Context: an optimization exercise on an open-source flow, tuned for small area, a short achievable clock period and few clock cycles per item. The choices shown serve that exercise and are no tape-out recipe.
In this exercise RTL edits were held to simulation tests only and were not proved equivalent to the original.

==> inputs of wip/delta <==
Design svf_bank, start of the top module:
module svf_bank (
    input  wire        clk,
    input  wire        rst,
    input  wire        cmd_valid,
    output wire        cmd_ready,
    input  wire [2:0]  cmd_op,
    input  wire [3:0]  cmd_voice,
    input  wire [15:0] cmd_data,
    output reg         res_valid,
    output reg  [3:0]  res_voice,
    output reg  [23:0] res_y
);
    localparam OP_PROCESS   = 3'd0;
    localparam OP_SET_K     = 3'd1;
    localparam OP_SET_INVQ  = 3'd2;
    localparam OP_SET_MODE  = 3'd3;
    localparam OP_CLEAR     = 3'd4;
    localparam OP_CLEAR_ALL = 3'd5;
    localparam [15:0] K_RESET    = 16'd2332;    
    localparam [15:0] INVQ_RESET = 16'd16384;   
    reg        [15:0] k_r   [0:15];
    reg signed [23:0] lp1_r [0:15];
    reg signed [23:0] bp1_r [0:15];
    reg signed [23:0] lp2_r [0:15];
    reg signed [23:0] bp2_r [0:15];
    reg        [15:0] invq_r;
    reg        [1:0]  ftype_r;
    reg               fiter_r;
    reg        v0, v1;
    reg [2:0]  op0, op1;
    reg [3:0]  vc0, vc1;
    reg [15:0] d0, d1;
    reg rdy;      
    assign cmd_ready = rdy;
    wire take = cmd_valid & rdy;
  ...
clock: 36.0 ns
lec_check: 0
cap_margin: 20
core_margin: 2
core_utilization: 60
slew_margin: 20
synth_hierarchical: 1
synth_minimum_keep_size: 0
standard.sh (not shown) runs the stock make flow with config.mk's settings and CLKGATE_MAP_FILE= SYNTH_SCRIPT=/design/flow/synth_recipe.tcl, a recipe that flattens the netlist after the stock synthesis.
==> flow/flow/run.sh <==
#!/bin/bash
# The standard layout (the standard.sh) with three changes to how it is made:
#  - repair_timing is asked to leave 27.4 ns of setup slack at the design's
#    36 ns clock, so that it sizes and buffers the design for the period it
#    actually achieves;
#  - the port buffers are buf_4 cells instead of the delay buffer that
#    buffer_ports picks by default;
#  - clock tree synthesis runs without dummy loads.
set -euo pipefail
bash standard.sh SETUP_SLACK_MARGIN=27.4 "BUFFER_PORTS_ARGS=-buffer_cell sky130_fd_sc_hd__buf_4" \
  "CTS_ARGS=-sink_clustering_enable -repair_clock_nets -dont_use_dummy_load" finish > standard.log 2>&1
==> wip/indigo: changes against wip/delta <==
==> flow/flow/run.sh (replaced) <==
#!/bin/bash
# The standard layout (the standard.sh) with three changes to how it is made:
#  - repair_timing is asked to leave 27.5 ns of setup slack at the design's
#    36 ns clock, so that it sizes and buffers the design for the period it
#    actually achieves;
#  - the port buffers are buf_4 cells instead of the delay buffer that
#    buffer_ports picks by default;
#  - clock tree synthesis runs without dummy loads.
set -euo pipefail
bash standard.sh SETUP_SLACK_MARGIN=27.5 "BUFFER_PORTS_ARGS=-buffer_cell sky130_fd_sc_hd__buf_4" \
  "CTS_ARGS=-sink_clustering_enable -repair_clock_nets -dont_use_dummy_load" finish > standard.log 2>&1
Settings changed: CORE_UTILIZATION 60 to 70.
==> summary of the runs <==
Of wip/delta and wip/indigo, wip/delta has the higher cell count (gap about 3%, measured against wip/indigo).
Between wip/indigo and wip/delta, the lower wire length is in wip/indigo (gap 4.7%, measured against wip/delta).
Between wip/delta and wip/indigo, the lower core utilization is in wip/delta (gap 10 points).
Against wip/indigo, the sequential share of layout area of wip/delta is lower by 0.26 points.
In wip/indigo the die area is smaller than in wip/delta, by about 14%.
In wip/indigo the worst setup slack is worse than in wip/delta, by 0.054 ns.
Sequential cell count is the same in wip/delta and wip/indigo.
Against wip/delta, the clock skew of wip/indigo is lower by 0.024 ns.
Against wip/indigo, the cell area of wip/delta is higher by 0.60%.
==> figures <==
|  | wip/indigo | wip/delta |
|---|---|---|
| Clock slew at reported path FFs | 0.07 ns | 0.06 ns |
| Area used by sequential logic in the layout | 0.0646 mm² | 0.0645 mm² |
| Vias in the first global route | 105000 | 102000 |
| Met3 GRT Util | 17.7% | 12.1% |
| Core area | 0.209 mm² | 0.243 mm² |
| Net count, final | 12900 | 12900 |
| Post-CTS repair timing setup buffer count | 1 | 0 |
| Core occupancy in the finished layout | 76.6% | 66.2% |
| Amount of wire on met3 after detailed routing | 77.2 mm | 65.8 mm |
| Final worst slack | 27.34 ns | 27.39 ns |
| Status | timing/DRC/antenna clean | timing/DRC/antenna clean |
| Final hold slack | 0.310 ns | 0.323 ns |
| Initial cell density of the core | 70.2% | 60.3% |
| Share of cell area taken by multi-input logic gates | 50.7% | 50.6% |
| Cts bufs inserted | 217 | 232 |
| Capturing instance or port of the critical path | res_y[14] | res_y[16] |
| Non-clock buffer contribution to total cell area | 2.34% | 2.32% |
| Number of antenna violations at the first check in global routing | 70 | 64 |
| Share of final-layout standard cells stronger than drive strength 1 | 22.0% | 22.2% |
| Number of tap cells inserted | 2805 | 3202 |
| Number of DRC markers in iteration 0 | 15900 | 14200 |
Testbench counts of wip/delta, summed over its fixed seeds: cycles 13,018, items 10,240.
Testbench counts of wip/indigo, summed over its fixed seeds: cycles 13,018, items 10,240.


==> juniper: inputs <==
svf_bank, a different RTL version from the one above (not shown whole).
==> flow/design.v (excerpt) <==
module svf_bank (
    input  wire        clk,
    input  wire        rst,
    input  wire        cmd_valid,
    output wire        cmd_ready,
    input  wire [2:0]  cmd_op,
    input  wire [3:0]  cmd_voice,
    input  wire [15:0] cmd_data,
    output reg         res_valid,
    output reg  [3:0]  res_voice,
    output reg  [23:0] res_y
);
    localparam OP_PROCESS   = 3'd0;
    localparam OP_SET_K     = 3'd1;
    localparam OP_SET_INVQ  = 3'd2;
    localparam OP_SET_MODE  = 3'd3;
    localparam OP_CLEAR     = 3'd4;
    localparam OP_CLEAR_ALL = 3'd5;
    localparam [15:0] K_RESET    = 16'd2332;    
    localparam [15:0] INVQ_RESET = 16'd16384;   
    reg        [15:0] k_r   [0:15];
    reg signed [23:0] lp1_r [0:15];
    reg signed [23:0] bp1_r [0:15];
    reg signed [23:0] lp2_r [0:15];
    reg signed [23:0] bp2_r [0:15];
    reg        [15:0] invq_r;
    reg        [1:0]  ftype_r;
    reg               fiter_r;
    reg        v0, v1;
    reg [2:0]  op0, op1;
    reg [3:0]  vc0, vc1;
    reg [15:0] d0, d1;
    reg rdy;      
    assign cmd_ready = rdy;
    wire take = cmd_valid & rdy;
    reg        rv, qv, tv;
    reg [3:0]  rvc, qvc, tvc;
    wire busy  = rv | qv | tv;
    wire match = (rv & (rvc == vc0)) | (qv & (qvc == vc0)) | (tv & (tvc == vc0));
    wire hold  = (op0 == OP_PROCESS) ? match :
                 (op0 == OP_CLEAR || op0 == OP_CLEAR_ALL) ? busy : 1'b0;
    wire issue = v0 & ~hold;
    wire free0 = ~v0 | issue;
    always @(posedge clk) begin
        if (rst) begin
            v0  <= 1'b0;
            v1  <= 1'b0;
            rdy <= 1'b1;
        end else if (free0) begin
            v0  <= v1 | take;
            v1  <= 1'b0;
            rdy <= 1'b1;
        end else if (take) begin
            v1  <= 1'b1;
            rdy <= 1'b0;
        end
        if (free0) begin
            op0 <= v1 ? op1 : cmd_op;
            vc0 <= v1 ? vc1 : cmd_voice;
            d0  <= v1 ? d1  : cmd_data;
        end
        if (~v1) begin
            op1 <= cmd_op;
            vc1 <= cmd_voice;
            d1  <= cmd_data;
        end
    end
    wire is_proc  = issue & (op0 == OP_PROCESS);
    wire is_setk  = issue & (op0 == OP_SET_K);
  ...
Settings: LEC_CHECK=0, CAP_MARGIN=20, CORE_MARGIN=2, CORE_UTILIZATION=60, SLEW_MARGIN=20, SYNTH_HIERARCHICAL=1, SYNTH_MINIMUM_KEEP_SIZE=0; clock period 36.0 ns.
==> flow/flow/run.sh <==
#!/bin/bash
# The standard layout (the standard.sh) with three changes to how it is made:
#  - repair_timing is asked to leave 27.5 ns of setup slack at the design's
#    36 ns clock, so that it sizes and buffers the design for the period it
#    actually achieves;
#  - the port buffers are buf_4 cells instead of the delay buffer that
#    buffer_ports picks by default;
#  - clock tree synthesis runs without dummy loads, with clusters of up to 20 sinks.
set -euo pipefail
bash standard.sh SETUP_SLACK_MARGIN=27.5 "BUFFER_PORTS_ARGS=-buffer_cell sky130_fd_sc_hd__buf_4" \
  "CTS_ARGS=-sink_clustering_enable -repair_clock_nets -dont_use_dummy_load -sink_clustering_size 20" finish > standard.log 2>&1
==> ember (differences from juniper) <==
--- a/flow/flow/run.sh
+++ b/flow/flow/run.sh
@@ -7,5 +7,5 @@
 #    buffer_ports picks by default;
-#  - clock tree synthesis runs without dummy loads, with clusters of up to 20 sinks.
+#  - clock tree synthesis runs without dummy loads.
 set -euo pipefail
 bash standard.sh SETUP_SLACK_MARGIN=27.5 "BUFFER_PORTS_ARGS=-buffer_cell sky130_fd_sc_hd__buf_4" \
-  "CTS_ARGS=-sink_clustering_enable -repair_clock_nets -dont_use_dummy_load -sink_clustering_size 20" finish > standard.log 2>&1
+  "CTS_ARGS=-sink_clustering_enable -repair_clock_nets -dont_use_dummy_load" finish > standard.log 2>&1
CORE_UTILIZATION = 70   (was 60)
==> impl_metrics.ini <==
[cells_and_area]
buf_share = 0.0224
register_area_mm2 = 0.0645

[global_route]
grt_pass1_wl_um = 734000
antenna_found_initial = 73
grt_max_degree = 95

[status]
status = timing/DRC/antenna clean

[min_path]
hold-path-endpoint = tbp2[2]

[sta]
whs_ps = 325
the above is filed under ember

==> impl_metrics.ini <==
[global_route]
grt_pass1_wl_um = 742000
antenna_found_initial = 63
grt_max_degree = 82

[status]
status = timing/DRC/antenna clean

[cells_and_area]
buf_share = 0.0233

[min_path]
hold-path-endpoint = tbp2[3]

[sta]
whs_ps = 313
the above is filed under juniper

Testbench counts of juniper, summed over its fixed seeds: cycles 13,018, items 10,240.
Testbench counts of ember, summed over its fixed seeds: cycles 13,018, items 10,240.

-- port drivers added, routing unchanged --
Ports are ideal in the flow. The routed layouts listed here were re-timed in OpenROAD.
Step 1: set_driving_cell puts a clkbuf_16 on clk and a buf_2 on each other input, an assumption about the parent block.
Step 2 adds t to the input delays and takes it off the output delays; t is the mean of the earliest and latest rising clock arrival at the registers after step 1. Input paths then give back, and output paths get back, about the clock's delay inside the block.
Slacks: ideal / step 1 / step 2; pairs: ideal / step 1.
run | shift t [ns] | setup slack, ns | worst setup path after step 2
wip/delta | 0.968 | 27.393 / 27.309 / 27.437 | input to register
wip/indigo | 0.943 | 27.340 / 27.241 / 27.501 | input to register
juniper | 0.989 | 27.415 / 27.316 / 27.634 | input to register
ember | 0.957 | 27.430 / 27.333 / 27.577 | input to register
After both steps every run listed still meets setup and hold.
